Source: an optimization exercise on an open RTL-to-GDS flow (aim: small area). Production flows keep margins and buffers that such runs may drop. In this exercise RTL edits were held to simulation tests only and were not proved equivalent to the original. No activity file was given, so power comes from the tool's default toggle rates.

$ cat flow/design.v
module nau_ctrl (
    input  wire        clk,
    input  wire        rst,
    input  wire        cmd_valid,
    input  wire [15:0] cmd,
    output wire        cmd_ready,
    output wire        rsp_valid,
    output wire [2:0]  rsp_status,
    output wire [31:0] rsp_data,
    output wire        bus_req_valid,
    output wire [27:0] bus_req,
    input  wire        bus_rsp_valid,
    input  wire        bus_rsp_ok,
    input  wire [1:0]  bus_rsp_errk,
    input  wire [7:0]  bus_rsp_rb0,
    input  wire [7:0]  bus_rsp_rb1,
    input  wire [7:0]  bus_rsp_rb2,
    output wire        dly_req_valid,
    output wire [9:0]  dly_ms,
    input  wire        dly_done
);
    localparam [3:0] OP_NEW     = 4'h1, OP_RESET   = 4'h2, OP_ENABLE   = 4'h3,
                     OP_AVAIL   = 4'h4, OP_READ    = 4'h5, OP_SET_LDO  = 4'h6,
                     OP_GET_LDO = 4'h7, OP_SET_GAIN= 4'h8, OP_GET_GAIN = 4'h9,
                     OP_SET_RATE= 4'hA, OP_GET_RATE= 4'hB, OP_CAL      = 4'hC;
    localparam [4:0]
        S_IDLE = 5'd0,
        S_RR1  = 5'd1,
        S_RR1R = 5'd2,
        S_PWR  = 5'd3,
        S_AVL  = 5'd4,
        S_RD3  = 5'd5,
        S_AVDD = 5'd6,
        S_GL0  = 5'd7,
        S_GAIN = 5'd8,
        S_GG   = 5'd9,
        S_CRS  = 5'd10,
        S_GR   = 5'd11,
        S_CAL  = 5'd12,
        S_REV  = 5'd13,
        S_LDOM = 5'd14,
        S_REF  = 5'd16,
        S_RR0  = 5'd17,
        S_POLL = 5'd18,
        S_CS   = 5'd19,
        S_GL1  = 5'd20,
        S_PUR1 = 5'd22,
        S_PUR2 = 5'd23,
        S_VLDO = 5'd24,
        S_CHPS = 5'd25,
        S_D10  = 5'd26,
        S_CD10 = 5'd27,
        S_PGA  = 5'd29,
        S_D600 = 5'd30,
        S_D1   = 5'd31;
    reg [4:0]  sl;         
    reg        w;          
    reg [9:0]  p;          
    reg [7:0]  t;          
    reg        hvalid;     
    wire       isnew = !hvalid;
    wire idle   = !sl[4] & !sl[3] & !sl[2] & !sl[1] & !sl[0];
    wire at_ref = sl[4] & !sl[3] & !sl[2] & !sl[1] & !sl[0];
    assign cmd_ready = idle;
    wire       ldo8  = p[3];
    wire       avdds = !ldo8;
    wire [2:0] gain  = p[6:4] | (p[2:0] & {3{!isnew}});
    wire [2:0] rate  = p[9:7] | (p[2:0] & {3{!isnew}});
    wire       pwr   = isnew | p[0];
    wire [3:0] opc = cmd[15:12];
    function rate_ok(input [2:0] r);
        rate_ok = (r <= 3'd3) || (r == 3'd7);
    endfunction
    reg cmd_legal;
    always @* begin
        case (opc)
            OP_NEW:      cmd_legal = (cmd[11:10] == 2'b00) && (cmd[3:0] <= 4'd8) && rate_ok(cmd[9:7]);
            OP_RESET,
            OP_AVAIL,
            OP_READ,
            OP_GET_LDO,
            OP_GET_GAIN,
            OP_GET_RATE: cmd_legal = (cmd[11:0] == 12'd0);
            OP_ENABLE:   cmd_legal = (cmd[11:1] == 11'd0);
            OP_SET_LDO:  cmd_legal = (cmd[11:4] == 8'd0) && (cmd[3:0] <= 4'd8);
            OP_SET_GAIN: cmd_legal = (cmd[11:3] == 9'd0);
            OP_SET_RATE: cmd_legal = (cmd[11:3] == 9'd0) && rate_ok(cmd[2:0]);
            OP_CAL:      cmd_legal = (cmd[11:2] == 10'd0) && (cmd[1:0] != 2'd1);
            default:     cmd_legal = 1'b0;
        endcase
    end
    wire       cmd_new = (opc == OP_NEW);
    wire [4:0] entry   = (cmd_legal && (hvalid || cmd_new)) ? {1'b0, opc} : S_REF;
    wire is_dly = sl[4] & sl[3] & sl[1];
    wire is_bus = !((!sl[3] & !sl[2] & !sl[1] & !sl[0]) | (sl[4] & sl[3] & sl[1]));
    wire is_rmw = (!sl[3] & !sl[2] & sl[0]) | (!sl[4] & sl[1] & !sl[0]) | (sl[3] & !sl[1] & !sl[0]) | (sl[4] & !sl[1] & sl[0]);
    wire is_rd3 = !sl[3] & sl[2] & !sl[1] & sl[0];
    wire [4:0] addr;
    assign addr[4] = (sl[2] & !sl[1] & sl[0]) | (sl[3] & sl[2] & sl[1]) | (sl[4] & sl[3] & sl[0]);
    assign addr[3] = !(!sl[3] | !sl[2] | (!sl[1] & !sl[0]));
    assign addr[2] = !(!sl[3] | !sl[0] | (!sl[4] & !sl[2]));
    assign addr[1] = !((!sl[2] & !sl[1]) | (!sl[4] & !sl[3] & sl[1]) | (!sl[3] & sl[2] & !sl[0]) | (sl[4] & sl[0]));
    assign addr[0] = (sl[3] & !sl[2] & !sl[1]) | (!sl[4] & sl[3] & !sl[1] & sl[0]) | (sl[3] & sl[2] & sl[1]) | (sl[4] & !sl[1] & !sl[0]);
    wire [7:0] wdata;
    assign wdata[0] = ((!sl[4] & !sl[1] & sl[0]) | (!sl[3] & !sl[2] & !sl[0])) |
                       (sl[1] | (sl[4] & sl[3])) & t[0] |
                       (!sl[4] & !sl[2] & !sl[1]) & gain[0] |
                       (sl[2] & !sl[1] & !sl[0]) & p[0];
    assign wdata[1] = (sl[4] & !sl[3] & !sl[1]) |
                       ((!sl[1] & sl[0]) | (sl[1] & !sl[0]) | sl[4]) & t[1] |
                       (!sl[4] & !sl[2] & !sl[1] & !sl[0]) & gain[1] |
                       (sl[2] & !sl[1] & !sl[0]) & p[1] |
                       (!sl[4] & sl[1] & sl[0]) & pwr;
    assign wdata[2] = (sl[2] & !sl[1] & !sl[0]) |
                       ((!sl[1] & sl[0]) | (sl[1] & !sl[0]) | sl[4]) & t[2] |
                       (!sl[4] & !sl[1] & !sl[0]) & gain[2] |
                       (!sl[4] & sl[1] & sl[0]) & pwr;
    assign wdata[3] = (!sl[4] | sl[0]) & t[3] |
                       (sl[4] & !sl[0]) & p[0];
    assign wdata[4] = ((sl[4] & sl[1]) | (sl[3] & !sl[2] & sl[0])) |
                       (!sl[3] | (!sl[4] & !sl[1]) | sl[2]) & t[4] |
                       (sl[4] & !sl[0]) & p[1] |
                       (sl[3] & !sl[2] & sl[1]) & rate[0];
    assign wdata[5] = (sl[3] & !sl[2] & sl[0]) |
                       (!sl[3] | (!sl[4] & !sl[1]) | sl[2]) & t[5] |
                       (sl[4] & !sl[0]) & p[2] |
                       (sl[3] & !sl[2] & sl[1]) & rate[1];
    assign wdata[6] = (!sl[1] | !sl[3]) & t[6] |
                       (sl[3] & !sl[2] & sl[1]) & rate[2];
    assign wdata[7] = (sl[2] & sl[0]) |
                       (!sl[2] | sl[3]) & t[7] |
                       (!sl[3] & sl[2]) & avdds;
    localparam [6:0] DEV = 7'h2A;
    assign bus_req_valid = is_bus;
    assign bus_req       = {!w, DEV, w, !w, 3'b000, addr, wdata & {8{w}}, is_rd3, !w};
    assign dly_req_valid = is_dly;
    wire d600 = sl[2] & !sl[0];
    wire d1   = sl[2] & sl[0];
    assign dly_ms = {d600, 2'b00, d600, 1'b0, d600, d600 | !d1, 1'b0, !d600 & !d1, d1};
    wire [7:0] rb       = bus_rsp_rb0;
    wire       answered = is_dly ? dly_done : bus_rsp_valid;
    wire       bus_err  = is_bus && !bus_rsp_ok;
    wire       rev_bad  = (rb[3:0] != 4'hF);
    wire n_end = ((!sl[3] & sl[2] & !sl[1]) | (!sl[4] & sl[3] & !sl[2] & sl[0])) |
                 ((sl[4] & !sl[3] & sl[2]) & (!rb[3] | !isnew)) |
                 ((!sl[4] & sl[3] & sl[0]) & rev_bad) |
                 ((!sl[4] & sl[2] & sl[1] & sl[0]) & !rb[7]) |
                 ((sl[4] & !sl[3] & !sl[2] & !sl[0]) & !rb[2]) |
                 (w & ((sl[2] & sl[0]) |
                       ((!sl[4] & sl[1] & sl[0]) & !pwr) |
                       ((sl[3] & !sl[2] & !sl[0]) & !isnew) |
                       ((!sl[3] & sl[2]) & ldo8 & !isnew)));
    wire fin = bus_err | n_end;
    wire       n_w = is_rmw & !w;
    wire [4:0] succ;
    assign succ[0] = (sl[3] & sl[1] & !sl[0]) | (sl[4] & !sl[3]);
    assign succ[1] = (!sl[3] & !sl[2]) | (!sl[4] & !sl[1]) | (sl[4] & sl[2] & !sl[0]) | (sl[3] & sl[0]);
    assign succ[2] = (!sl[3] & sl[1] & sl[0]) | (sl[2] & sl[0]) | (!sl[4] & sl[3] & sl[2] & sl[1]) | (sl[4] & !sl[1] & sl[0]);
    assign succ[3] = (!sl[2] & !sl[1]) | (!sl[4] & sl[1] & !sl[0]) | (!sl[4] & !sl[2]) | (!sl[3] & !sl[2] & !sl[0]) | (sl[4] & !sl[3] & sl[2] & sl[0]);
    assign succ[4] = ((!sl[3] & !sl[2]) | (!sl[4] & sl[1] & sl[0]) | (sl[3] & sl[1]) | (sl[2] & !sl[1] & !sl[0])) | ((!sl[4] & !sl[3] & sl[2] & !sl[0]) & !ldo8);
    wire [4:0] n_sl = n_w ? sl : succ;
    assign rsp_valid = at_ref | (!idle & answered & fin);
    wire gr_bad = rb[6] & !(rb[5] & rb[4]);     
    wire [2:0] gr_d = rb[6:4] & {3{!gr_bad}};
    wire sel_pur = sl[4] & sl[2] & sl[1];
    wire sel_rev = !sl[4] & sl[3] & sl[2];
    wire sel_gr  = sl[3] & sl[1] & sl[0];
    wire sel_poll = sl[4] & !sl[2] & sl[1];
    wire [2:0] okst = {sel_rev | (sel_poll & rb[3]),
                       (sel_pur & !rb[3]) | (sel_gr & gr_bad),
                       sel_rev | (sel_gr & gr_bad)};
    assign rsp_status = at_ref ? 3'd7 : bus_err ? 3'd1 : okst;
    wire [3:0] okd;
    assign okd[0] = (!sl[3] & !sl[1] & sl[0]) & bus_rsp_rb2[0] |
                     (sl[3] & sl[1] & sl[0]) & gr_d[0] |
                     (!sl[4] & sl[3] & !sl[1] & sl[0]) & rb[0] |
                     (sl[4] & sl[2] & !sl[1] & !sl[0]) & rb[3] |
                     (!sl[4] & sl[2] & !sl[1] & !sl[0]) & rb[5];
    assign okd[1] = (!sl[3] & !sl[1] & sl[0]) & bus_rsp_rb2[1] |
                     (sl[3] & sl[1] & sl[0]) & gr_d[1] |
                     (!sl[4] & sl[3] & !sl[1] & sl[0]) & rb[1] |
                     (sl[4] & sl[2] & !sl[1] & !sl[0]) & rb[4];
    assign okd[2] = (!sl[3] & !sl[1] & sl[0]) & bus_rsp_rb2[2] |
                     (sl[3] & sl[1] & sl[0]) & gr_d[2] |
                     (!sl[4] & sl[3] & !sl[1] & sl[0]) & rb[2] |
                     (sl[4] & sl[2] & !sl[1] & !sl[0]) & rb[5];
    assign okd[3] = (!sl[4] & sl[2] & sl[1] & sl[0]) |
                     (!sl[3] & !sl[1] & sl[0]) & bus_rsp_rb2[3] |
                     (!sl[4] & sl[3] & sl[2]) & rb[3];
    wire g = (!sl[3] & !sl[1] & sl[0]) & bus_rsp_ok;
    wire [23:0] rd24 = {bus_rsp_rb0, bus_rsp_rb1, bus_rsp_rb2};
    assign rsp_data = {{8{g & rd24[23]}}, rd24[23:4] & {20{g}},
                       bus_err ? {2'b00, bus_rsp_errk} : okd};
    always @(posedge clk) begin
        if (!w)
            t <= rb;
        if (idle)
            p <= cmd[9:0];
        if (rst) begin
            sl     <= S_IDLE;
            w      <= 1'b0;
            hvalid <= 1'b0;
        end else if (idle) begin
            if (cmd_valid) begin
                sl <= entry;
                if (cmd_new && cmd_legal)
                    hvalid <= 1'b0;
            end
        end else if (at_ref) begin
            sl <= S_IDLE;
        end else if (answered) begin
            sl <= fin ? S_IDLE : n_sl;
            w  <= !fin & n_w;
            if (w && (sl[2] & sl[0]) && !bus_err)
                hvalid <= 1'b1;
        end
    end
endmodule
$ cat flow/flow/run.sh
#!/bin/bash
# Standard layout (standard.sh), except that:
#  - synthesis maps the logic with area-oriented ABC scripts (flow/synth.tcl;
#    the scripts are in flow/abc_scripts.txt, each after a "#script NAME" line)
#    and keeps the smallest result; the flip-flops are mapped before ABC, as in
#    the standard synthesis;
#  - the ports are buffered by the smallest buffer cell;
#  - the clock tree is built from one clock buffer type, without dummy loads;
#  - constant outputs share tie cells;
#  - synthesis buffers are removed at floorplan, placement is not timing-driven,
#    and the core is 60% full.
# make's output is in standard.log, and ORFS's own logs under orfs/logs.
set -euo pipefail
export FLOW_WORK=$PWD
mkdir -p abc_scripts
awk '/^#script / {f = "abc_scripts/" $2; next} {print > f}' flow/abc_scripts.txt
export FLOW_ABC_SCRIPTS="$(ls $PWD/abc_scripts/*.abc | sort | tr '\n' ' ')"
sed "s#SYNTH_SCRIPT=[^ ]*#SYNTH_SCRIPT=$PWD/flow/synth.tcl#" standard.sh > flow_standard.sh
grep -q "SYNTH_SCRIPT=$PWD/flow/synth.tcl" flow_standard.sh
bash flow_standard.sh \
  "BUFFER_PORTS_ARGS=-buffer_cell sky130_fd_sc_hd__buf_1" \
  "CTS_ARGS=-sink_clustering_enable -repair_clock_nets -dont_use_dummy_load -buf_list sky130_fd_sc_hd__clkbuf_8 -root_buf sky130_fd_sc_hd__clkbuf_16" \
  SKIP_REPAIR_TIE_FANOUT=1 REMOVE_ABC_BUFFERS=1 GPL_TIMING_DRIVEN=0 CORE_UTILIZATION=60 \
  finish > standard.log 2>&1
$ cat flow/flow/abc_scripts.txt
#script p00_n_NF.abc
strash
strash
&get -n
&dch -f
&nf -a -R 1000
&put
#script p01_n_NF-NF.abc
strash
strash
&get -n
&dch -f
&nf -a -R 1000
&put
strash
&get -n
&dch -f
&nf -a -R 1000
&put
#script p02_n_NF-MA-NF.abc
strash
strash
&get -n
&dch -f
&nf -a -R 1000
&put
strash
dch -f
map -a
strash
&get -n
&dch -f
&nf -a -R 1000
&put
#script p03_n_MA-NF.abc
strash
strash
dch -f
map -a
strash
&get -n
&dch -f
&nf -a -R 1000
&put
#script p04_n_NF-MA-NF-MA-NF.abc
strash
strash
&get -n
&dch -f
&nf -a -R 1000
&put
strash
dch -f
map -a
strash
&get -n
&dch -f
&nf -a -R 1000
&put
strash
dch -f
map -a
strash
&get -n
&dch -f
&nf -a -R 1000
&put
#script p05_n_NF2-NF.abc
strash
strash
&get -n
&dch
&nf -a -R 100
&put
strash
&get -n
&dch -f
&nf -a -R 1000
&put
#script p06_n_NF-AM-NF.abc
strash
strash
&get -n
&dch -f
&nf -a -R 1000
&put
strash
dch -f
amap
strash
&get -n
&dch -f
&nf -a -R 1000
&put
#script p07_n_AM-NF.abc
strash
strash
dch -f
amap
strash
&get -n
&dch -f
&nf -a -R 1000
&put
#script p08_n_NF-NF2-NF.abc
strash
strash
&get -n
&dch -f
&nf -a -R 1000
&put
strash
&get -n
&dch
&nf -a -R 100
&put
strash
&get -n
&dch -f
&nf -a -R 1000
&put
#script p09_n_MA-MA-NF.abc
strash
strash
dch -f
map -a
strash
dch -f
map -a
strash
&get -n
&dch -f
&nf -a -R 1000
&put
#script p10_dc2_NF.abc
strash
dc2
strash
&get -n
&dch -f
&nf -a -R 1000
&put
#script p11_dc2_NF-NF.abc
strash
dc2
strash
&get -n
&dch -f
&nf -a -R 1000
&put
strash
&get -n
&dch -f
&nf -a -R 1000
&put
#script p12_dc2_NF-MA-NF.abc
strash
dc2
strash
&get -n
&dch -f
&nf -a -R 1000
&put
strash
dch -f
map -a
strash
&get -n
&dch -f
&nf -a -R 1000
&put
#script p13_dc2_MA-NF.abc
strash
dc2
strash
dch -f
map -a
strash
&get -n
&dch -f
&nf -a -R 1000
&put
#script p14_dc2_NF-MA-NF-MA-NF.abc
strash
dc2
strash
&get -n
&dch -f
&nf -a -R 1000
&put
strash
dch -f
map -a
strash
&get -n
&dch -f
&nf -a -R 1000
&put
strash
dch -f
map -a
strash
&get -n
&dch -f
&nf -a -R 1000
&put
#script p15_dc2_NF2-NF.abc
strash
dc2
strash
&get -n
&dch
&nf -a -R 100
&put
strash
&get -n
&dch -f
&nf -a -R 1000
&put
#script p16_dc2_NF-AM-NF.abc
strash
dc2
strash
&get -n
&dch -f
&nf -a -R 1000
&put
strash
dch -f
amap
strash
&get -n
&dch -f
&nf -a -R 1000
&put
#script p17_dc2_AM-NF.abc
strash
dc2
strash
dch -f
amap
strash
&get -n
&dch -f
&nf -a -R 1000
&put
#script p18_dc2_NF-NF2-NF.abc
strash
dc2
strash
&get -n
&dch -f
&nf -a -R 1000
&put
strash
&get -n
&dch
&nf -a -R 100
&put
strash
&get -n
&dch -f
&nf -a -R 1000
&put
#script p19_dc2_MA-MA-NF.abc
strash
dc2
strash
dch -f
map -a
strash
dch -f
map -a
strash
&get -n
&dch -f
&nf -a -R 1000
&put
#script p20_rs_NF.abc
strash
balance
rewrite
refactor
balance
rewrite
rewrite -z
balance
refactor -z
rewrite -z
balance
strash
&get -n
&dch -f
&nf -a -R 1000
&put
#script p21_rs_NF-NF.abc
strash
balance
rewrite
refactor
balance
rewrite
rewrite -z
balance
refactor -z
rewrite -z
balance
strash
&get -n
&dch -f
&nf -a -R 1000
&put
strash
&get -n
&dch -f
&nf -a -R 1000
&put
#script p22_rs_NF-MA-NF.abc
strash
balance
rewrite
refactor
balance
rewrite
rewrite -z
balance
refactor -z
rewrite -z
balance
strash
&get -n
&dch -f
&nf -a -R 1000
&put
strash
dch -f
map -a
strash
&get -n
&dch -f
&nf -a -R 1000
&put
#script p23_rs_MA-NF.abc
strash
balance
rewrite
refactor
balance
rewrite
rewrite -z
balance
refactor -z
rewrite -z
balance
strash
dch -f
map -a
strash
&get -n
&dch -f
&nf -a -R 1000
&put
#script p24_rs_NF-MA-NF-MA-NF.abc
strash
balance
rewrite
refactor
balance
rewrite
rewrite -z
balance
refactor -z
rewrite -z
balance
strash
&get -n
&dch -f
&nf -a -R 1000
&put
strash
dch -f
map -a
strash
&get -n
&dch -f
&nf -a -R 1000
&put
strash
dch -f
map -a
strash
&get -n
&dch -f
&nf -a -R 1000
&put
#script p25_rs_NF2-NF.abc
strash
balance
rewrite
refactor
balance
rewrite
rewrite -z
balance
refactor -z
rewrite -z
balance
strash
&get -n
&dch
&nf -a -R 100
&put
strash
&get -n
&dch -f
&nf -a -R 1000
&put
#script p26_rs_NF-AM-NF.abc
strash
balance
rewrite
refactor
balance
rewrite
rewrite -z
balance
refactor -z
rewrite -z
balance
strash
&get -n
&dch -f
&nf -a -R 1000
&put
strash
dch -f
amap
strash
&get -n
&dch -f
&nf -a -R 1000
&put
#script p27_rs_AM-NF.abc
strash
balance
rewrite
refactor
balance
rewrite
rewrite -z
balance
refactor -z
rewrite -z
balance
strash
dch -f
amap
strash
&get -n
&dch -f
&nf -a -R 1000
&put
#script p28_rs_NF-NF2-NF.abc
strash
balance
rewrite
refactor
balance
rewrite
rewrite -z
balance
refactor -z
rewrite -z
balance
strash
&get -n
&dch -f
&nf -a -R 1000
&put
strash
&get -n
&dch
&nf -a -R 100
&put
strash
&get -n
&dch -f
&nf -a -R 1000
&put
#script p29_rs_MA-MA-NF.abc
strash
balance
rewrite
refactor
balance
rewrite
rewrite -z
balance
refactor -z
rewrite -z
balance
strash
dch -f
map -a
strash
dch -f
map -a
strash
&get -n
&dch -f
&nf -a -R 1000
&put
#script p30_c2_NF.abc
strash
balance -l
resub -K 6 -l
rewrite -l
resub -K 6 -N 2 -l
refactor -l
resub -K 8 -l
balance -l
resub -K 8 -N 2 -l
rewrite -l
resub -K 10 -l
rewrite -z -l
resub -K 10 -N 2 -l
balance -l
resub -K 12 -l
refactor -z -l
resub -K 12 -N 2 -l
rewrite -z -l
balance -l
strash
&get -n
&dch -f
&nf -a -R 1000
&put
#script p31_c2_NF-NF.abc
strash
balance -l
resub -K 6 -l
rewrite -l
resub -K 6 -N 2 -l
refactor -l
resub -K 8 -l
balance -l
resub -K 8 -N 2 -l
rewrite -l
resub -K 10 -l
rewrite -z -l
resub -K 10 -N 2 -l
balance -l
resub -K 12 -l
refactor -z -l
resub -K 12 -N 2 -l
rewrite -z -l
balance -l
strash
&get -n
&dch -f
&nf -a -R 1000
&put
strash
&get -n
&dch -f
&nf -a -R 1000
&put
#script p32_c2_NF-MA-NF.abc
strash
balance -l
resub -K 6 -l
rewrite -l
resub -K 6 -N 2 -l
refactor -l
resub -K 8 -l
balance -l
resub -K 8 -N 2 -l
rewrite -l
resub -K 10 -l
rewrite -z -l
resub -K 10 -N 2 -l
balance -l
resub -K 12 -l
refactor -z -l
resub -K 12 -N 2 -l
rewrite -z -l
balance -l
strash
&get -n
&dch -f
&nf -a -R 1000
&put
strash
dch -f
map -a
strash
&get -n
&dch -f
&nf -a -R 1000
&put
#script p33_c2_MA-NF.abc
strash
balance -l
resub -K 6 -l
rewrite -l
resub -K 6 -N 2 -l
refactor -l
resub -K 8 -l
balance -l
resub -K 8 -N 2 -l
rewrite -l
resub -K 10 -l
rewrite -z -l
resub -K 10 -N 2 -l
balance -l
resub -K 12 -l
refactor -z -l
resub -K 12 -N 2 -l
rewrite -z -l
balance -l
strash
dch -f
map -a
strash
&get -n
&dch -f
&nf -a -R 1000
&put
#script p34_c2_NF-MA-NF-MA-NF.abc
strash
balance -l
resub -K 6 -l
rewrite -l
resub -K 6 -N 2 -l
refactor -l
resub -K 8 -l
balance -l
resub -K 8 -N 2 -l
rewrite -l
resub -K 10 -l
rewrite -z -l
resub -K 10 -N 2 -l
balance -l
resub -K 12 -l
refactor -z -l
resub -K 12 -N 2 -l
rewrite -z -l
balance -l
strash
&get -n
&dch -f
&nf -a -R 1000
&put
strash
dch -f
map -a
strash
&get -n
&dch -f
&nf -a -R 1000
&put
strash
dch -f
map -a
strash
&get -n
&dch -f
&nf -a -R 1000
&put
#script p35_c2_NF2-NF.abc
strash
balance -l
resub -K 6 -l
rewrite -l
resub -K 6 -N 2 -l
refactor -l
resub -K 8 -l
balance -l
resub -K 8 -N 2 -l
rewrite -l
resub -K 10 -l
rewrite -z -l
resub -K 10 -N 2 -l
balance -l
resub -K 12 -l
refactor -z -l
resub -K 12 -N 2 -l
rewrite -z -l
balance -l
strash
&get -n
&dch
&nf -a -R 100
&put
strash
&get -n
&dch -f
&nf -a -R 1000
&put
#script p36_c2_NF-AM-NF.abc
strash
balance -l
resub -K 6 -l
rewrite -l
resub -K 6 -N 2 -l
refactor -l
resub -K 8 -l
balance -l
resub -K 8 -N 2 -l
rewrite -l
resub -K 10 -l
rewrite -z -l
resub -K 10 -N 2 -l
balance -l
resub -K 12 -l
refactor -z -l
resub -K 12 -N 2 -l
rewrite -z -l
balance -l
strash
&get -n
&dch -f
&nf -a -R 1000
&put
strash
dch -f
amap
strash
&get -n
&dch -f
&nf -a -R 1000
&put
#script p37_c2_AM-NF.abc
strash
balance -l
resub -K 6 -l
rewrite -l
resub -K 6 -N 2 -l
refactor -l
resub -K 8 -l
balance -l
resub -K 8 -N 2 -l
rewrite -l
resub -K 10 -l
rewrite -z -l
resub -K 10 -N 2 -l
balance -l
resub -K 12 -l
refactor -z -l
resub -K 12 -N 2 -l
rewrite -z -l
balance -l
strash
dch -f
amap
strash
&get -n
&dch -f
&nf -a -R 1000
&put
#script p38_c2_NF-NF2-NF.abc
strash
balance -l
resub -K 6 -l
rewrite -l
resub -K 6 -N 2 -l
refactor -l
resub -K 8 -l
balance -l
resub -K 8 -N 2 -l
rewrite -l
resub -K 10 -l
rewrite -z -l
resub -K 10 -N 2 -l
balance -l
resub -K 12 -l
refactor -z -l
resub -K 12 -N 2 -l
rewrite -z -l
balance -l
strash
&get -n
&dch -f
&nf -a -R 1000
&put
strash
&get -n
&dch
&nf -a -R 100
&put
strash
&get -n
&dch -f
&nf -a -R 1000
&put
#script p39_c2_MA-MA-NF.abc
strash
balance -l
resub -K 6 -l
rewrite -l
resub -K 6 -N 2 -l
refactor -l
resub -K 8 -l
balance -l
resub -K 8 -N 2 -l
rewrite -l
resub -K 10 -l
rewrite -z -l
resub -K 10 -N 2 -l
balance -l
resub -K 12 -l
refactor -z -l
resub -K 12 -N 2 -l
rewrite -z -l
balance -l
strash
dch -f
map -a
strash
dch -f
map -a
strash
&get -n
&dch -f
&nf -a -R 1000
&put
$ cat flow/flow/synth.tcl
# The standard synthesis (synth_recipe.tcl), with ABC mapping the logic by
# area-oriented scripts instead of ORFS's speed script: each script in
# FLOW_ABC_SCRIPTS maps the same netlist, and the smallest result is kept.
# The flip-flops are mapped before ABC runs, so they are the standard synthesis's.
proc abc {args} {
  set a {}
  set lib {}
  set skip 0
  set prev {}
  foreach x $args {
    if {$prev eq "-liberty"} { set lib $x }
    set prev $x
    if {$skip} { set skip 0; continue }
    if {$x eq "-script" || $x eq "-D"} { set skip 1; continue }
    lappend a $x
  }
  yosys design -save my_pre_abc
  set best {}
  set best_area 1e30
  foreach s $::env(FLOW_ABC_SCRIPTS) {
    yosys design -load my_pre_abc
    yosys abc -script $s {*}$a
    yosys tee -q -o $::env(OBJECTS_DIR)/abc_area.txt stat -liberty $lib
    set f [open $::env(OBJECTS_DIR)/abc_area.txt r]
    set txt [read $f]
    close $f
    if {[regexp {Chip area for module[^:]*:\s*([0-9.]+)} $txt -> area]} {
      puts "ABC script [file tail $s]: area $area"
      if {$area < $best_area} { set best_area $area; set best $s }
    }
  }
  puts "ABC script kept: [file tail $best] ($best_area)"
  yosys design -load my_pre_abc
  yosys abc -script $best {*}$a
}
source $::env(FLOW_WORK)/synth_recipe.tcl
$ cat flow/standard.sh
#!/bin/bash
# synth_recipe.tcl (not shown) runs the flow's synth.tcl, then flattens the netlist and writes it again
# the make line also repeats each setting of config.mk as NAME=value (left out here)
make -C /OpenROAD-flow-scripts/flow DESIGN_CONFIG=/design/flow/config.mk WORK_HOME=/design/flow/orfs CLKGATE_MAP_FILE= SYNTH_SCRIPT=/design/flow/synth_recipe.tcl "${@:-finish}"
$ cat flow/config.mk
export PLATFORM = sky130hd
export DESIGN_NAME = nau_ctrl
export DESIGN_NICKNAME = nau_ctrl
export VERILOG_FILES = /design/flow/design.v
export SDC_FILE = /design/flow/constraint.sdc
export NUM_CORES = 4
export LEC_CHECK = 0
export CAP_MARGIN = 20
export CORE_MARGIN = 2
export CORE_UTILIZATION = 40
export PLACE_DENSITY = 0.6
export SLEW_MARGIN = 20
$ cat flow/constraint.sdc
create_clock -name core_clock -period 5.0 [get_ports {clk}]
set_input_delay 1.0000 -clock core_clock [delete_from_list [all_inputs] [get_ports {clk}]]
set_output_delay 1.0000 -clock core_clock [all_outputs]
set_load 0.01 [all_outputs]
==> results.yml, run 1 <==
floorplan:
  row_count: 21
  die_x_um: 63.3
  core-area_um2: 3360
  die_y_um: 63.3
  start_util: 0.627
  die_area_um2: 4010
  pin_count: 125
clock_tree:
  insertion_delay_ns: 0.26
  cts_buffers: 3
  cts_tree: "built"
  cts.path.max_buffers: 2
  postCtsSetupBuffers: 0
  clockRootBuffer: "clkbuf_16"
  h-tree-depth: 1
  path_clk_slew_ns: 0.05
  postCtsResizedCells: 0
  clock_sinks: 25
  postCtsHoldBufs: 0
timing:
  hold_viol_final: 0
  fin_crit_sh: 0.784
  worst_clock_skew_ns: 0.00956
  tightest_slew_ns: 0.885
  finalSetupTns_ns: 0
  setup_ws_ns: 1.08
  fin_crit_ns: 3.92
  setup_viol: 0
  max_freq_ghz: 0.255
  slew_headroom: 0.405
  maxSlewViolCount: 0
  holdWs_ns: 0.699
  rsz0062_at_grt: "no"
logic_synthesis:
  ys_async_sr_fraction: 0
  ys_seq_area_frac: 0.323
  synthCells: 282
  yosysWarnings: 1
  synth_seq_cells: 25
  synth_edf_count: 18
  netlist_area_um2: 2110
  yosysUniqueCellTypes: 37
  ys.flop_type: "edfxtp_1"
  syn_avg_cell_area_um2: 7.48
grt:
  grt_overflow_total: 0
  grt_pass1_vias: 1969
  grt_first_pass_wirelength_um: 9540
  grt_usage: 0.295
  grt_max_degree: 22
  antenna_found_initial: 0
route:
  wl_um: 6140
  drcViolationCount: 0
  vias: 2471
  wl_per_cell_um: 14.9
  viasPerCell: 6.00
  ant_nets: 0
  drtPass1Iterations: 6
  drt_iter0_drc: 190
critical_path:
  worstPathMaxFanout: 18
  path_class: "reg -> out"
  rr_worst_depth: 9
  startpoint_type: "register"
  cp.required_ns: 4.00
  cp-end-kind: "output pin"
  cp.arrival_ns: 2.92
layout:
  drive_gt1_frac: 0.0164
  syn_to_final_growth_pct: 16.0
  antennaDiodeCount: 0
  nFillCells: 306
  nNetsFinal: 417
  design_area_um2: 2450
power_and_ir_drop:
  power_leakage_nw: 0.878
  irDropWorstVdd_mv: 0.433
  totalPowerFinal_mw: 1.42
  p_per_area_nw_per_um2: 580
placement:
  place_worst_setup_slack_ns: 1.07
  gp_congestion: 0.957
  port_buffers: 110
  dpl.hpwl_um: 4630
  dpl_cell_area_um2: 2370
run:
  cap_violations: 0
worst_hold_path:
  min-delay-path-class: "reg -> reg"
  worstHoldPathCells: 2
outcome:
  status: "finished clean"
-- kinds of logic after synthesis --
family,Yosys count,synth area share
AOI/OAI and AO/OA,89,0.256
adders and majority gates,1,0.00593
buffers and inverters,41,0.126
DFF,25,0.323
other,2,0.00356
and+or+nand+nor,124,0.286
-- path summary, 6_finish.rpt --
path | startpoint | to | slack [ns]
max | sl[3] | rsp_valid | 1.08
min | hvalid | hvalid | 0.70
max reg2reg | sl[3] | sl[3] | 1.90
min reg2reg | hvalid | hvalid | 0.70
-- per-stage QoR --
step	cells	utilization
after floorplan	252	-
after global placement	408	0.700
after detailed placement	409	0.704
after CTS	412	0.726
after global routing	412	0.728
final	412	0.728
-- cells in the mapped netlist, drive strengths merged (5+ instances only) --
cell type | count | share of area
edfxtp | 18 | 0.26
a31oi | 5 | 0.015
clkinv | 11 | 0.020
nor2 | 33 | 0.059
buf | 30 | 0.11
and3 | 21 | 0.062
a211oi | 7 | 0.025
dfxtp | 7 | 0.066
nor3 | 17 | 0.040
a21oi | 31 | 0.074
nor4 | 5 | 0.015
nand2 | 27 | 0.048
o21ai | 22 | 0.052
-- layout make-up --
cell class | count | area (µm²) | area share
Multi-Input combinational cell | 216 | 1170 | 0.479
Sequential cell | 25 | 681 | 0.278
Timing Repair Buffer | 111 | 420 | 0.172
Clock buffer | 3 | 75.1 | 0.0307
Tap cell | 46 | 57.6 | 0.0235
Inverter | 11 | 41.3 | 0.0169
-- critical path, stage by stage (launching register included) --
cell and delay (ns):
dfxtp_1 0.52, nor4_1 0.86, nor3_2 0.26, a211oi_1 0.24, nand3_1 0.15, a311oi_1 0.35, o21ai_0 0.15, buf_1 0.15
-- state kept, by name, summed over array words and instances, names as in the netlist --
| signal | flops |
|---|---|
| t | 8 |
| p | 10 |
| w | 1 |
| hvalid | 1 |
| sl | 5 |
-- power breakdown --
part	switching, mW	total, mW	internal [mW]
Sequential	0.116	0.432	0.316
Combinational	0.550	0.819	0.269
Clock	0.0625	0.168	0.106
Total	0.729	1.42	0.690
-- routing by layer --
layer  vias to the layer above  track usage  wire length [µm]
li1                       1200            -                 -
met2                       135        0.485              2990
met5                         -            0                 0
met3                         6       0.0500               485
met4                         0       0.0380                38
met1                      1130        0.421              2620
-- placed cells by master (no fill, tap or decap), types with 5 or more instances in the layout --
| cell type | count |
|---|---|
| nor2_1 | 33 |
| edfxtp_1 | 18 |
| a211oi_1 | 7 |
| and3_1 | 21 |
| o21ai_0 | 22 |
| a21oi_1 | 31 |
| dfxtp_1 | 7 |
| buf_1 | 110 |
| nor4_1 | 5 |
| a31oi_1 | 5 |
| nand2_1 | 27 |
| nor3_1 | 15 |
| clkinv_1 | 11 |
==> run 2, diff against run 1 <==
--- a/flow/flow/run.sh
+++ b/flow/flow/run.sh
@@ -20,5 +20,5 @@
 bash flow_standard.sh \
   "BUFFER_PORTS_ARGS=-buffer_cell sky130_fd_sc_hd__buf_1" \
-  "CTS_ARGS=-sink_clustering_enable -repair_clock_nets -dont_use_dummy_load -buf_list sky130_fd_sc_hd__clkbuf_8 -root_buf sky130_fd_sc_hd__clkbuf_16" \
+  "CTS_ARGS=-sink_clustering_enable -repair_clock_nets -dont_use_dummy_load -buf_list sky130_fd_sc_hd__clkbuf_8 -root_buf sky130_fd_sc_hd__clkbuf_8" \
   SKIP_REPAIR_TIE_FANOUT=1 REMOVE_ABC_BUFFERS=1 GPL_TIMING_DRIVEN=0 CORE_UTILIZATION=60 \
   finish > standard.log 2>&1
==> run 2 against run 1 <==
  * Still clean
  * Clock skew up 0.0046 ns
  * Utilization down 1.0 points
  * Area after synthesis unchanged
  * Hold slack got worse by 0.0028 ns
  * Flip-flop and latch count unchanged
  * Sequential power about the same
  * Count of clock-buffer cells in the layout unchanged
  * Global-route usage fell by 0.21 points
  * Clock power fell by 33%
  * Combinational power down 0.5%
  * Critical endpoint unchanged
  * Largest power group unchanged
==> results.yml, run 2 <==
logic_synthesis:
  synth.most_common_cell: "nor2_1"
  ys_seq_area_frac: 0.323
  synth.top_cell.area_share: 0.256
  netlist_area_um2: 2110
  synth.area.top_cells: "edfxtp_1, buf_4, a21oi_1"
  yosysUniqueCellTypes: 37
  yosysTopAreaCell: "edfxtp_1"
  synth_commonest_cells: "nor2_1, a21oi_1, buf_4"
  synth_edf_count: 18
  syn_avg_cell_area_um2: 7.48
  yosysWarnings: 1
  ys.flop_type: "edfxtp_1"
  ys_async_sr_fraction: 0
  synth_seq_cells: 25
  synthCells: 282
grt:
  grt_max_degree: 22
  grt_usage: 0.293
  grt_overflow_total: 0
  antenna_found_initial: 0
  grt_pass1_vias: 1944
  grt_first_pass_wirelength_um: 9490
clock_tree:
  insertion_delay_ns: 0.27
  cts.path.max_buffers: 2
  clock_sinks: 25
  h-tree-depth: 1
  path_clk_slew_ns: 0.07
  postCtsSetupBuffers: 0
  postCtsHoldBufs: 0
  clockRootBuffer: "clkbuf_8"
  cts_buffers: 3
  postCtsResizedCells: 0
  cts_tree: "built"
run:
  cap_violations: 0
critical_path:
  slowest_delay_ns: 0.86
  cp.required_ns: 4.00
  slowest_stage: "nor4_1"
  path_class: "reg -> out"
  crit_buf_inv: 1
  timing.rr.start: "sl[3]"
  cp-end-kind: "output pin"
  r2r_slack_ns: 1.95
  worstPathMaxFanout: 18
  cp.depth: 7
  path_delay_family: "simple AND/OR/NAND/NOR gates"
  startpoint_type: "register"
  rr_worst_depth: 9
  cp.arrival_ns: 2.94
  worstReg2RegEnd: "sl[1]"
  cp_cell_sequence: "nor4_1 > nor3_2 > a211oi_1 > nand3_1 > a311oi_1 > o21ai_0 > buf_1"
power_and_ir_drop:
  power_leakage_nw: 0.863
  irDropWorstVdd_mv: 0.435
  p_per_area_nw_per_um2: 563
  totalPowerFinal_mw: 1.36
layout:
  syn_to_final_growth_pct: 14.4
  layout_commonest_cell: "buf_1"
  largest-register: "p"
  antennaDiodeCount: 0
  nFillCells: 313
  design_area_um2: 2410
  stdcell_count: 412
  nNetsFinal: 417
  final_cell_mix: "buf_1, nor2_1, a21oi_1, nand2_1, o21ai_0"
  reg_top3: "p (10), t (8), sl (5)"
  drive_gt1_frac: 0.0164
  largest_reg_flops: 10
timing:
  setup_viol: 0
  max_freq_ghz: 0.254
  fin_crit_sh: 0.787
  rsz0062_at_grt: "no"
  slew_headroom: 0.397
  tightest_slew_ns: 0.896
  finalSetupTns_ns: 0
  fin_crit_ns: 3.94
  maxSlewViolCount: 0
  hold_viol_final: 0
  worst_clock_skew_ns: 0.0142
  setup_ws_ns: 1.06
floorplan:
  die_y_um: 63.3
  die_x_um: 63.3
  core-area_um2: 3360
  pin_count: 125
  row_count: 21
  die_area_um2: 4010
  start_util: 0.627
outcome:
  status: "finished clean"
route:
  drtPass1Iterations: 5
  wl_um: 6100
  drt_iter0_drc: 180
  vias: 2450
  viasPerCell: 5.95
  drcViolationCount: 0
  ant_nets: 0
  wl_per_cell_um: 14.8
placement:
  dpl.hpwl_um: 4630
  gp_congestion: 0.957
  port_buffers: 110
  dp_cells: 409
  place_worst_setup_slack_ns: 1.07
  dpl_cell_area_um2: 2370
worst_hold_path:
  min-delay-path-class: "reg -> reg"
  whs_endpoint: "hvalid"
  hold_start: "hvalid"
  worstHoldPathCells: 2
## run 2: worst register-to-register path: stages (launching register included)
cell and delay (ns):
dfxtp_1 0.51, nor4_1 0.86, nor3_2 0.26, a211oi_1 0.24
nand3_1 0.15, a311oi_1 0.35, nand2b_1 0.17, o21ai_0 0.21
a21oi_1 0.07, nor3_1 0.16
## run 2: cells by family (layout without fill, tap and decap cells)
group,Yosys count,count (layout),share of synthesized area
AND/OR/NAND/NOR,124,124,0.286
AO/OA/AOI/OAI,89,89,0.256
buffers and inverters,41,125,0.126
flip-flops,25,25,0.323
other,2,2,0.00356
adder cells (fa/ha/maj),1,1,0.00593
## run 2: layout make-up
type / instances / area, µm² / share of cell area
multi-input combinational: 216 / 1170 / 0.486
clock buffer: 3 / 41.3 / 0.0171
sequential: 25 / 681 / 0.282
inverter: 11 / 41.3 / 0.0171
timing repair buffer: 111 / 420 / 0.174
tap: 46 / 57.6 / 0.0238
## run 2: worst max-delay path by stage
stage,start,to,slack (ns)
after global routing,sl[3],rsp_valid,0.86
after floorplan,sl[0],rsp_data[23],1.38
after global placement,sl[0],rsp_data[29],0.94
after CTS,sl[3],rsp_valid,1.01
after detailed placement,bus_rsp_ok,rsp_valid,1.07
final,sl[3],rsp_valid,1.06
## run 2: per-layer routing
layer | up-vias | track usage | wire [µm] | share of wire
li1 | 1198 | - | - | -
met1 | 1108 | 0.424 | 2550 | 0.42
met2 | 138 | 0.485 | 2940 | 0.48
met3 | 6 | 0.0393 | 578 | 0.095
met4 | 0 | 0.0326 | 32 | 0.0052
met5 | - | 0 | 0 | 0
## run 2: through the flow
stage	hold WS (ns)	util
final	0.696	0.718
after CTS	0.698	0.716
after detailed placement	0.691	0.704
after global placement	0.675	0.700
after global routing	0.746	0.718
after floorplan	0.576	-
## run 2: report_power, final
part / internal [mW] / total, mW / leakage, nW / switching [mW]
clock network: 0.0539 / 0.113 / 0.0216 / 0.0595
logic: 0.269 / 0.815 / 0.605 / 0.547
registers: 0.315 / 0.431 / 0.236 / 0.115
==> run 3, diff against run 2 <==
--- a/flow/flow/run.sh
+++ b/flow/flow/run.sh
@@ -20,5 +20,5 @@
 bash flow_standard.sh \
   "BUFFER_PORTS_ARGS=-buffer_cell sky130_fd_sc_hd__buf_1" \
-  "CTS_ARGS=-sink_clustering_enable -repair_clock_nets -dont_use_dummy_load -buf_list sky130_fd_sc_hd__clkbuf_8 -root_buf sky130_fd_sc_hd__clkbuf_8" \
+  "CTS_ARGS=-sink_clustering_enable -repair_clock_nets -dont_use_dummy_load -buf_list sky130_fd_sc_hd__clkbuf_8" \
   SKIP_REPAIR_TIE_FANOUT=1 REMOVE_ABC_BUFFERS=1 GPL_TIMING_DRIVEN=0 CORE_UTILIZATION=60 \
   finish > standard.log 2>&1
==> run 3 against run 2 <==
  * Still clean on timing, DRC and antenna
  * Die area is the same
  * Count of clock-buffer cells in the layout is the same
  * Combinational power is essentially flat
  * Wire length is the same
  * First-iteration DRC count is the same
  * Non-clock buffer count is the same
  * Setup slack is the same
  * Fmax is the same
  * Critical endpoint unchanged
  * Highest routed layer unchanged
==> results.yml, run 3 <==
outcome:
  status: "finished clean"
logic_synthesis:
  synth.area.top_cells: "edfxtp_1, buf_4, a21oi_1"
  ys_async_sr_fraction: 0
  synth.top_cell.area_share: 0.256
  synth_edf_count: 18
  synthCells: 282
  ys_seq_area_frac: 0.323
  synth.most_common_cell: "nor2_1"
  synth_seq_cells: 25
  netlist_area_um2: 2110
  synth_commonest_cells: "nor2_1, a21oi_1, buf_4"
  yosysTopAreaCell: "edfxtp_1"
  yosysWarnings: 1
  syn_avg_cell_area_um2: 7.48
  ys.flop_type: "edfxtp_1"
  yosysUniqueCellTypes: 37
grt:
  grt_first_pass_wirelength_um: 9490
  grt_overflow_total: 0
  grt_max_degree: 22
  grt_usage: 0.293
  antenna_found_initial: 0
  grt_pass1_vias: 1944
power_and_ir_drop:
  power_leakage_nw: 0.863
  irDropWorstVdd_mv: 0.435
  p_per_area_nw_per_um2: 563
worst_hold_path:
  hold_start: "hvalid"
  whs_endpoint: "hvalid"
  min-delay-path-class: "reg -> reg"
  worstHoldPathCells: 2
timing:
  slew_headroom: 0.397
  max_freq_ghz: 0.254
  finalSetupTns_ns: 0
  rsz0062_at_grt: "no"
  fin_crit_sh: 0.787
  hold_viol_final: 0
  setup_viol: 0
  worst_clock_skew_ns: 0.0142
  tightest_slew_ns: 0.896
  fin_crit_ns: 3.94
  maxSlewViolCount: 0
critical_path:
  path_delay_family: "simple AND/OR/NAND/NOR gates"
  slowest_stage: "nor4_1"
  cp.arrival_ns: 2.94
  timing.rr.start: "sl[3]"
  crit_buf_inv: 1
  cp-end-kind: "output pin"
  path_class: "reg -> out"
  rr_worst_depth: 9
  cp.required_ns: 4.00
  worstPathMaxFanout: 18
  r2r_slack_ns: 1.95
  worstReg2RegEnd: "sl[1]"
  cp_cell_sequence: "nor4_1 > nor3_2 > a211oi_1 > nand3_1 > a311oi_1 > o21ai_0 > buf_1"
  startpoint_type: "register"
  slowest_delay_ns: 0.86
layout:
  reg_top3: "p (10), t (8), sl (5)"
  largest-register: "p"
  antennaDiodeCount: 0
  drive_gt1_frac: 0.0164
  syn_to_final_growth_pct: 14.4
  final_cell_mix: "buf_1, nor2_1, a21oi_1, nand2_1, o21ai_0"
  design_area_um2: 2410
  largest_reg_flops: 10
  nFillCells: 313
  nNetsFinal: 417
  layout_commonest_cell: "buf_1"
placement:
  dpl_cell_area_um2: 2370
  gp_congestion: 0.957
  port_buffers: 110
  dpl.hpwl_um: 4630
clock_tree:
  cts.path.max_buffers: 2
  cts_tree: "built"
  h-tree-depth: 1
  postCtsSetupBuffers: 0
  insertion_delay_ns: 0.27
  clock_sinks: 25
  postCtsResizedCells: 0
  clockRootBuffer: "clkbuf_8"
  cts_buffers: 3
  path_clk_slew_ns: 0.07
  postCtsHoldBufs: 0
route:
  drtPass1Iterations: 5
  ant_nets: 0
  wl_um: 6100
  vias: 2450
  drcViolationCount: 0
  drt_iter0_drc: 180
  wl_met1_um: 2550
  topRoutingLayerUsed: "met4"
  viasPerCell: 5.95
  wl_met2_um: 2940
  wl_met3_um: 578
  wl_per_cell_um: 14.8
floorplan:
  start_util: 0.627
  pin_count: 125
  row_count: 21
  die_area_um2: 4010
  die_x_um: 63.3
  core-area_um2: 3360
  die_y_um: 63.3
run:
  cap_violations: 0
==> run 3: worst register-to-register path: stages, from the launching register on <==
cell and delay, ns:
dfxtp_1 0.51, nor4_1 0.86, nor3_2 0.26, a211oi_1 0.24, nand3_1 0.15, a311oi_1 0.35
nand2b_1 0.17, o21ai_0 0.21, a21oi_1 0.07, nor3_1 0.16
==> run 3: area by class of cell <==
type	count	area, µm²	share of cell area
Multi-Input combinational cell	216	1170	0.486
Sequential cell	25	681	0.282
Timing Repair Buffer	111	420	0.174
Tap cell	46	57.6	0.0238
Clock buffer	3	41.3	0.0171
Inverter	11	41.3	0.0171
==> run 3: per-layer routing <==
| layer | global-route usage | vias up |
|---|---|---|
| li1 | - | 1198 |
| met1 | 0.424 | 1108 |
| met2 | 0.485 | 138 |
| met3 | 0.0393 | 6 |
| met4 | 0.0326 | 0 |
| met5 | 0 | - |
==> run 3: kinds of logic (layout without fill, tap and decap cells) <==
logic type / count (synthesis) / in the layout / synth area share
compound gates: 89 / 89 / 0.256
other cells: 2 / 2 / 0.00356
fa+ha+maj: 1 / 1 / 0.00593
flops: 25 / 25 / 0.323
simple gates: 124 / 124 / 0.286
buf+inv: 41 / 125 / 0.126
==> run 3: metrics by stage <==
stage / hold slack, ns / worst slack, ns / util / power [mW] / instances
final: 0.696 / 1.06 / 0.718 / 1.36 / 412
after detailed placement: 0.691 / 1.07 / 0.704 / 1.23 / 409
after global routing: 0.746 / 0.861 / 0.718 / 1.47 / 412
after global placement: 0.675 / 0.938 / 0.700 / 1.21 / 408
after floorplan: 0.576 / 1.38 / - / 0.950 / 252
after CTS: 0.698 / 1.01 / 0.716 / 1.34 / 412
==> run 3: worst max path at each step <==
stage	start	end	slack [ns]	cells after the start
3_3_place_gp	sl[0]	rsp_data[29]	0.94	4
5_1_grt	sl[3]	rsp_valid	0.86	7
3_5_place_dp	bus_rsp_ok	rsp_valid	1.07	7
6_report	sl[3]	rsp_valid	1.06	7
2_1_floorplan	sl[0]	rsp_data[23]	1.38	3
4_1_cts	sl[3]	rsp_valid	1.01	7
==> run 3: power breakdown <==
group | switching [mW] | internal (mW)
registers | 0.115 | 0.315
clock network | 0.0595 | 0.0539
logic | 0.547 | 0.269
==> run 4, diff against run 3 <==
--- a/flow/design.v
+++ b/flow/design.v
@@ -38,6 +38,5 @@
         S_GR   = 5'd11,
         S_CAL  = 5'd12,
-        S_REV  = 5'd13,
-        S_LDOM = 5'd14,
+        S_PGA  = 5'd14,
         S_REF  = 5'd16,
         S_RR0  = 5'd17,
@@ -45,5 +44,5 @@
         S_CS   = 5'd19,
         S_GL1  = 5'd20,
-        S_PUR1 = 5'd22,
+        S_PUR1 = 5'd21,
         S_PUR2 = 5'd23,
         S_VLDO = 5'd24,
@@ -51,5 +50,6 @@
         S_D10  = 5'd26,
         S_CD10 = 5'd27,
-        S_PGA  = 5'd29,
+        S_LDOM = 5'd28,
+        S_REV  = 5'd29,
         S_D600 = 5'd30,
         S_D1   = 5'd31;
@@ -94,41 +94,41 @@
     wire is_dly = sl[4] & sl[3] & sl[1];
     wire is_bus = !((!sl[3] & !sl[2] & !sl[1] & !sl[0]) | (sl[4] & sl[3] & sl[1]));
-    wire is_rmw = (!sl[3] & !sl[2] & sl[0]) | (!sl[4] & sl[1] & !sl[0]) | (sl[3] & !sl[1] & !sl[0]) | (sl[4] & !sl[1] & sl[0]);
-    wire is_rd3 = !sl[3] & sl[2] & !sl[1] & sl[0];
+    wire is_rmw = (!sl[3] & !sl[2] & sl[0]) | (!sl[4] & sl[1] & !sl[0]) | (sl[3] & !sl[1] & !sl[0]) | (sl[4] & !sl[2] & !sl[1]);
+    wire is_rd3 = !sl[4] & sl[2] & !sl[1] & sl[0];
     wire [4:0] addr;
-    assign addr[4] = (sl[2] & !sl[1] & sl[0]) | (sl[3] & sl[2] & sl[1]) | (sl[4] & sl[3] & sl[0]);
-    assign addr[3] = !(!sl[3] | !sl[2] | (!sl[1] & !sl[0]));
-    assign addr[2] = !(!sl[3] | !sl[0] | (!sl[4] & !sl[2]));
-    assign addr[1] = !((!sl[2] & !sl[1]) | (!sl[4] & !sl[3] & sl[1]) | (!sl[3] & sl[2] & !sl[0]) | (sl[4] & sl[0]));
-    assign addr[0] = (sl[3] & !sl[2] & !sl[1]) | (!sl[4] & sl[3] & !sl[1] & sl[0]) | (sl[3] & sl[2] & sl[1]) | (sl[4] & !sl[1] & !sl[0]);
+    assign addr[4] = (!sl[4] & sl[2] & !sl[1] & sl[0]) | (sl[3] & sl[2] & sl[1]) | (sl[4] & sl[3] & sl[0]) | (sl[4] & sl[3] & sl[2]);
+    assign addr[3] = !(!sl[3] | !sl[2] | (!sl[4] & !sl[1]));
+    assign addr[2] = (sl[3] & sl[2] & sl[1]) | (sl[4] & sl[3] & sl[0]);
+    assign addr[1] = (!sl[4] & sl[2] & !sl[1] & sl[0]) | (sl[3] & !sl[2] & sl[1]) | (sl[3] & sl[2] & !sl[1]) | (sl[4] & sl[1] & !sl[0]);
+    assign addr[0] = !((!sl[3] & sl[0]) | sl[1] | (!sl[4] & sl[2]));
     wire [7:0] wdata;
     assign wdata[0] = ((!sl[4] & !sl[1] & sl[0]) | (!sl[3] & !sl[2] & !sl[0])) |
                        (sl[1] | (sl[4] & sl[3])) & t[0] |
                        (!sl[4] & !sl[2] & !sl[1]) & gain[0] |
-                       (sl[2] & !sl[1] & !sl[0]) & p[0];
+                       (!sl[4] & sl[2] & !sl[1]) & p[0];
     assign wdata[1] = (sl[4] & !sl[3] & !sl[1]) |
                        ((!sl[1] & sl[0]) | (sl[1] & !sl[0]) | sl[4]) & t[1] |
                        (!sl[4] & !sl[2] & !sl[1] & !sl[0]) & gain[1] |
-                       (sl[2] & !sl[1] & !sl[0]) & p[1] |
+                       (!sl[4] & sl[2] & !sl[1]) & p[1] |
                        (!sl[4] & sl[1] & sl[0]) & pwr;
-    assign wdata[2] = (sl[2] & !sl[1] & !sl[0]) |
+    assign wdata[2] = (!sl[4] & sl[2] & !sl[1]) |
                        ((!sl[1] & sl[0]) | (sl[1] & !sl[0]) | sl[4]) & t[2] |
                        (!sl[4] & !sl[1] & !sl[0]) & gain[2] |
                        (!sl[4] & sl[1] & sl[0]) & pwr;
-    assign wdata[3] = (!sl[4] | sl[0]) & t[3] |
-                       (sl[4] & !sl[0]) & p[0];
-    assign wdata[4] = ((sl[4] & sl[1]) | (sl[3] & !sl[2] & sl[0])) |
+    assign wdata[3] = (!sl[4] | sl[0] | sl[2]) & t[3] |
+                       (sl[4] & !sl[2] & !sl[0]) & p[0];
+    assign wdata[4] = ((sl[4] & sl[1]) | (sl[3] & sl[0])) |
                        (!sl[3] | (!sl[4] & !sl[1]) | sl[2]) & t[4] |
-                       (sl[4] & !sl[0]) & p[1] |
+                       (sl[4] & !sl[2] & !sl[0]) & p[1] |
                        (sl[3] & !sl[2] & sl[1]) & rate[0];
-    assign wdata[5] = (sl[3] & !sl[2] & sl[0]) |
+    assign wdata[5] = (sl[3] & sl[0]) |
                        (!sl[3] | (!sl[4] & !sl[1]) | sl[2]) & t[5] |
-                       (sl[4] & !sl[0]) & p[2] |
+                       (sl[4] & !sl[2] & !sl[0]) & p[2] |
                        (sl[3] & !sl[2] & sl[1]) & rate[1];
-    assign wdata[6] = (!sl[1] | !sl[3]) & t[6] |
+    assign wdata[6] = (!sl[3] | (!sl[2] & !sl[1]) | (!sl[4] & sl[2])) & t[6] |
                        (sl[3] & !sl[2] & sl[1]) & rate[2];
-    assign wdata[7] = (sl[2] & sl[0]) |
-                       (!sl[2] | sl[3]) & t[7] |
-                       (!sl[3] & sl[2]) & avdds;
+    assign wdata[7] = (sl[3] & sl[2] & sl[1]) |
+                       (!sl[2] | !sl[1]) & t[7] |
+                       (sl[2] & sl[1]) & avdds;
     localparam [6:0] DEV = 7'h2A;
     assign bus_req_valid = is_bus;
@@ -142,29 +142,29 @@
     wire       bus_err  = is_bus && !bus_rsp_ok;
     wire       rev_bad  = (rb[3:0] != 4'hF);
-    wire n_end = ((!sl[3] & sl[2] & !sl[1]) | (!sl[4] & sl[3] & !sl[2] & sl[0])) |
+    wire n_end = ((!sl[3] & !sl[1] & !sl[0]) | (!sl[4] & sl[2] & !sl[1] & sl[0]) | (!sl[4] & sl[3] & sl[0])) |
                  ((sl[4] & !sl[3] & sl[2]) & (!rb[3] | !isnew)) |
-                 ((!sl[4] & sl[3] & sl[0]) & rev_bad) |
-                 ((!sl[4] & sl[2] & sl[1] & sl[0]) & !rb[7]) |
-                 ((sl[4] & !sl[3] & !sl[2] & !sl[0]) & !rb[2]) |
-                 (w & ((sl[2] & sl[0]) |
+                 ((sl[3] & sl[2] & !sl[1] & sl[0]) & rev_bad) |
+                 ((!sl[4] & sl[2] & sl[0]) & !rb[7]) |
+                 ((sl[4] & !sl[3] & !sl[0]) & !rb[2]) |
+                 (w & ((sl[3] & sl[2] & sl[1]) |
                        ((!sl[4] & sl[1] & sl[0]) & !pwr) |
                        ((sl[3] & !sl[2] & !sl[0]) & !isnew) |
-                       ((!sl[3] & sl[2]) & ldo8 & !isnew)));
+                       ((sl[2] & sl[1]) & ldo8 & !isnew)));
     wire fin = bus_err | n_end;
     wire       n_w = is_rmw & !w;
     wire [4:0] succ;
-    assign succ[0] = (sl[3] & sl[1] & !sl[0]) | (sl[4] & !sl[3]);
-    assign succ[1] = (!sl[3] & !sl[2]) | (!sl[4] & !sl[1]) | (sl[4] & sl[2] & !sl[0]) | (sl[3] & sl[0]);
-    assign succ[2] = (!sl[3] & sl[1] & sl[0]) | (sl[2] & sl[0]) | (!sl[4] & sl[3] & sl[2] & sl[1]) | (sl[4] & !sl[1] & sl[0]);
-    assign succ[3] = (!sl[2] & !sl[1]) | (!sl[4] & sl[1] & !sl[0]) | (!sl[4] & !sl[2]) | (!sl[3] & !sl[2] & !sl[0]) | (sl[4] & !sl[3] & sl[2] & sl[0]);
-    assign succ[4] = ((!sl[3] & !sl[2]) | (!sl[4] & sl[1] & sl[0]) | (sl[3] & sl[1]) | (sl[2] & !sl[1] & !sl[0])) | ((!sl[4] & !sl[3] & sl[2] & !sl[0]) & !ldo8);
+    assign succ[0] = (sl[3] & sl[1] & !sl[0]) | (sl[4] & !sl[3]) | (sl[3] & sl[2] & sl[1]);
+    assign succ[1] = (!sl[3] & !sl[2]) | (!sl[4] & !sl[1]) | (sl[2] & !sl[1]) | (!sl[2] & sl[1] & sl[0]) | (sl[3] & sl[2] & !sl[0]);
+    assign succ[2] = (!sl[3] & sl[1] & sl[0]) | (sl[4] & !sl[2] & !sl[1] & sl[0]) | (sl[4] & sl[3] & sl[2] & !sl[1]) | (sl[2] & sl[1] & sl[0]);
+    assign succ[3] = (!sl[2] & !sl[1]) | (!sl[3] & !sl[0]) | (!sl[4] & !sl[2]) | (sl[4] & !sl[3] & sl[2] & sl[1]) | (sl[4] & !sl[1] & !sl[0]);
+    assign succ[4] = (!((!sl[3] & sl[2] & !sl[0]) | (!sl[2] & !sl[1] & !sl[0]) | (sl[4] & sl[2] & !sl[1]))) | ((!sl[3] & sl[2] & !sl[0]) & !ldo8);
     wire [4:0] n_sl = n_w ? sl : succ;
     assign rsp_valid = at_ref | (!idle & answered & fin);
     wire gr_bad = rb[6] & !(rb[5] & rb[4]);     
     wire [2:0] gr_d = rb[6:4] & {3{!gr_bad}};
-    wire sel_pur = sl[4] & sl[2] & sl[1];
-    wire sel_rev = !sl[4] & sl[3] & sl[2];
+    wire sel_pur = sl[4] & !sl[3] & sl[0];
+    wire sel_rev = sl[3] & sl[2] & sl[0];
     wire sel_gr  = sl[3] & sl[1] & sl[0];
-    wire sel_poll = sl[4] & !sl[2] & sl[1];
+    wire sel_poll = sl[4] & sl[1] & !sl[0];
     wire [2:0] okst = {sel_rev | (sel_poll & rb[3]),
                        (sel_pur & !rb[3]) | (sel_gr & gr_bad),
@@ -172,21 +172,21 @@
     assign rsp_status = at_ref ? 3'd7 : bus_err ? 3'd1 : okst;
     wire [3:0] okd;
-    assign okd[0] = (!sl[3] & !sl[1] & sl[0]) & bus_rsp_rb2[0] |
+    assign okd[0] = (!sl[4] & sl[2] & !sl[1] & sl[0]) & bus_rsp_rb2[0] |
                      (sl[3] & sl[1] & sl[0]) & gr_d[0] |
-                     (!sl[4] & sl[3] & !sl[1] & sl[0]) & rb[0] |
-                     (sl[4] & sl[2] & !sl[1] & !sl[0]) & rb[3] |
+                     (sl[3] & !sl[1] & sl[0]) & rb[0] |
+                     (sl[4] & sl[2] & !sl[0]) & rb[3] |
                      (!sl[4] & sl[2] & !sl[1] & !sl[0]) & rb[5];
-    assign okd[1] = (!sl[3] & !sl[1] & sl[0]) & bus_rsp_rb2[1] |
+    assign okd[1] = (!sl[4] & sl[2] & !sl[1] & sl[0]) & bus_rsp_rb2[1] |
                      (sl[3] & sl[1] & sl[0]) & gr_d[1] |
-                     (!sl[4] & sl[3] & !sl[1] & sl[0]) & rb[1] |
-                     (sl[4] & sl[2] & !sl[1] & !sl[0]) & rb[4];
-    assign okd[2] = (!sl[3] & !sl[1] & sl[0]) & bus_rsp_rb2[2] |
+                     (sl[3] & !sl[1] & sl[0]) & rb[1] |
+                     (sl[4] & sl[2] & !sl[0]) & rb[4];
+    assign okd[2] = (!sl[4] & sl[2] & !sl[1] & sl[0]) & bus_rsp_rb2[2] |
                      (sl[3] & sl[1] & sl[0]) & gr_d[2] |
-                     (!sl[4] & sl[3] & !sl[1] & sl[0]) & rb[2] |
-                     (sl[4] & sl[2] & !sl[1] & !sl[0]) & rb[5];
+                     (sl[3] & !sl[1] & sl[0]) & rb[2] |
+                     (sl[4] & sl[2] & !sl[0]) & rb[5];
     assign okd[3] = (!sl[4] & sl[2] & sl[1] & sl[0]) |
-                     (!sl[3] & !sl[1] & sl[0]) & bus_rsp_rb2[3] |
-                     (!sl[4] & sl[3] & sl[2]) & rb[3];
-    wire g = (!sl[3] & !sl[1] & sl[0]) & bus_rsp_ok;
+                     (!sl[4] & sl[2] & !sl[1] & sl[0]) & bus_rsp_rb2[3] |
+                     (sl[3] & sl[2] & sl[0]) & rb[3];
+    wire g = (!sl[4] & sl[2] & !sl[1] & sl[0]) & bus_rsp_ok;
     wire [23:0] rd24 = {bus_rsp_rb0, bus_rsp_rb1, bus_rsp_rb2};
     assign rsp_data = {{8{g & rd24[23]}}, rd24[23:4] & {20{g}},
@@ -212,5 +212,5 @@
             sl <= fin ? S_IDLE : n_sl;
             w  <= !fin & n_w;
-            if (w && (sl[2] & sl[0]) && !bus_err)
+            if (w && (sl[3] & sl[2] & sl[1]) && !bus_err)
                 hvalid <= 1'b1;
         end
==> run 4 against run 3 <==
  * Final cell count shrank 1.5%
  * Still clean
  * Critical path depth stayed put
  * Critical endpoint unchanged
  * Via count rose by 0.29%
  * Highest routed layer unchanged
==> results.yml, run 4 <==
logic_synthesis:
  netlist_area_um2: 2080
  synthCells: 276
  ys_async_sr_fraction: 0
  synth.top_cell.area_share: 0.260
  synth.most_common_cell: "nor2_1"
  syn_avg_cell_area_um2: 7.54
  ys.flop_type: "edfxtp_1"
  ys_seq_area_frac: 0.327
  yosysTopAreaCell: "edfxtp_1"
  synth.area.top_cells: "edfxtp_1, buf_4, dfxtp_1"
  synth_seq_cells: 25
  synth_commonest_cells: "nor2_1, nand2_1, buf_4"
  synth_edf_count: 18
  yosysWarnings: 1
  yosysUniqueCellTypes: 39
clock_tree:
  clock_sinks: 25
  cts.path.max_buffers: 2
  postCtsResizedCells: 0
  cts_buffers: 3
  postCtsHoldBufs: 0
  h-tree-depth: 1
  path_clk_slew_ns: 0.07
  cts_tree: "built"
  postCtsSetupBuffers: 0
  clockRootBuffer: "clkbuf_8"
  insertion_delay_ns: 0.26
grt:
  grt_usage: 0.292
  grt_max_degree: 30
  grt_overflow_total: 0
  grt_pass1_vias: 1979
  grt_first_pass_wirelength_um: 9520
  antenna_found_initial: 0
timing:
  fin_crit_ns: 4.26
  finalSetupTns_ns: 0
  tightest_slew_ns: 1.00
  worst_clock_skew_ns: 0.0162
  hold_viol_final: 0
  rsz0062_at_grt: "no"
  maxSlewViolCount: 0
  setup_viol: 0
  max_freq_ghz: 0.235
  slew_headroom: 0.325
  holdWs_ns: 0.611
  fin_crit_sh: 0.852
critical_path:
  path_class: "reg -> out"
  slowest_delay_ns: 0.95
  cp-startpoint: "sl[1]"
  slowest_stage: "dfxtp_1"
  worstReg2RegEnd: "sl[1]"
  startpoint_type: "register"
  worstPathMaxFanout: 29
  cp.required_ns: 4.00
  cp-end-kind: "output pin"
  r2r_slack_ns: 1.65
  cp.arrival_ns: 3.26
  rr_worst_depth: 8
  timing.rr.start: "sl[1]"
  critPathCapture: "rsp_valid"
  cp_cell_sequence: "nor4_1 > nor3_1 > nor3_1 > o21ai_0 > nand2_1 > nand2_1 > buf_1"
layout:
  nNetsFinal: 410
  layout_commonest_cell: "buf_1"
  syn_to_final_growth_pct: 14.5
  antennaDiodeCount: 0
  largest_reg_flops: 10
  drive_gt1_frac: 0.0139
  reg_top3: "p (10), t (8), sl (5)"
  final_cell_mix: "buf_1, nor2_1, nand2_1, a21oi_1, and3_1"
  largest-register: "p"
power_and_ir_drop:
  power_frac_clock: 0.094
  combPwrFrac: 0.536
  switching_share: 0.510
  irDropWorstVdd_mv: 0.386
  seqPwrFrac: 0.370
  p_per_area_nw_per_um2: 488
  power_switching_mw: 0.594
  power_leakage_nw: 0.868
  power.internal_mw: 0.571
placement:
  port_buffers: 110
  gp_congestion: 0.895
  dpl.hpwl_um: 4610
worst_hold_path:
  min-delay-path-class: "reg -> reg"
floorplan:
  row_count: 21
  die_y_um: 62.9
  die_area_um2: 3960
  pin_count: 125
  core-area_um2: 3340
  start_util: 0.624
  die_x_um: 62.9
route:
  wl_per_cell_um: 14.9
  drcViolationCount: 0
  vias: 2457
  ant_nets: 0
  wl_um: 6050
  drtPass1Iterations: 5
  viasPerCell: 6.05
  drt_iter0_drc: 276
run:
  cap_violations: 0
outcome:
  status: "finished clean"
## run 4: cell count changes after synthesis, moves of 3 or more
cell / before / now
a21oi_1: 31 / 21
nand2_1: 27 / 34
nand3_1: 4 / 9
o21ai_0: 22 / 18
a31oi_1: 5 / 8
clkinv_1: 11 / 8
nand2b_1: 4 / 1
nor3_1: 17 / 14
## run 4: cell families after synthesis
family / after synthesis / share of synthesized area
DFF: 25 / 0.327
buffers and inverters: 38 / 0.123
other: 2 / 0.00361
and+or+nand+nor: 129 / 0.294
AOI/OAI and AO/OA: 81 / 0.248
muxes: 1 / 0.00481
## run 4: per-layer routing
layer  vias up  part of all wire  GRT usage  wire length, µm
met5         -                 0          0                0
met3         4             0.093     0.0378              564
met2       146              0.48      0.464             2880
li1       1179                 -          -                -
met1      1128              0.43      0.440             2580
met4         0            0.0038     0.0278               23
## run 4: power by group through the flow
stage                     Combinational, mW  Clock, mW  Sequential (mW)
after global placement                0.601          0            0.430
after detailed placement              0.611          0            0.430
after CTS                             0.614      0.111            0.425
after global routing                  0.692      0.119            0.441
after floorplan                       0.425          0            0.394
final                                 0.624      0.110            0.431
## run 4: worst min-delay path by stage
stage	cells after the start	end	startpoint	slack [ns]
global route	2	w	w	0.65
floorplan	2	w	w	0.55
CTS	2	w	w	0.60
detailed placement	2	w	w	0.59
finish	2	w	w	0.61
global placement	2	w	w	0.59
## run 4: metrics by stage
| step | instance area [µm²] | total power, mW | worst slack [ns] | util | instances |
|---|---|---|---|---|---|
| after detailed placement | 2340 | 1.04 | 1.02 | 0.702 | 403 |
| after global placement | 2330 | 1.03 | 0.968 | 0.697 | 402 |
| after global routing | 2380 | 1.25 | 0.449 | 0.715 | 406 |
| after floorplan | 1860 | 0.819 | 1.15 | - | 246 |
| final | 2380 | 1.16 | 0.740 | 0.715 | 406 |
| after CTS | 2380 | 1.15 | 0.845 | 0.715 | 406 |
## run 4: area by class of cell
cell class | instances | area, µm²
sequential | 25 | 681
inverter | 8 | 30.0
fill | 302 | 952
clock buffer | 3 | 41.3
multi-input combinational | 213 | 1150
timing repair buffer | 111 | 424
tap | 46 | 57.6
## run 4: worst max-delay path, delay by kind of cell (launching register included)
kind | cells | cell delay, ns
AOI/OAI and AO/OA | 1 | 0.30
and+or+nand+nor | 5 | 1.57
buffers and inverters | 1 | 0.17
DFF | 1 | 0.95

[re-timing with driven ports]
The results above use ideal ports. As a check the final layouts listed here were re-extracted and re-timed, cells and wires unchanged.
Step 1, drivers: a clkbuf_16 drives clk and a buf_2 each remaining input, both assumed.
Step 2 times the ports against the registers' clock, not the clock port: input delays grow and output delays shrink by t, the midpoint of the rising clock arrivals with the driver on.
a / b / c = ideal ports / drivers / drivers and shift; a / b = the first two.
run | t (ns) | slack for setup (ns)
run 1 | 0.279 | 1.078 / 1.050 / 1.231
run 2 | 0.286 | 1.064 / 1.040 / 1.230
run 3 | 0.286 | 1.064 / 1.040 / 1.230
run 4 | 0.281 | 0.740 / 0.715 / 0.927
After both steps every run listed still meets setup and hold.
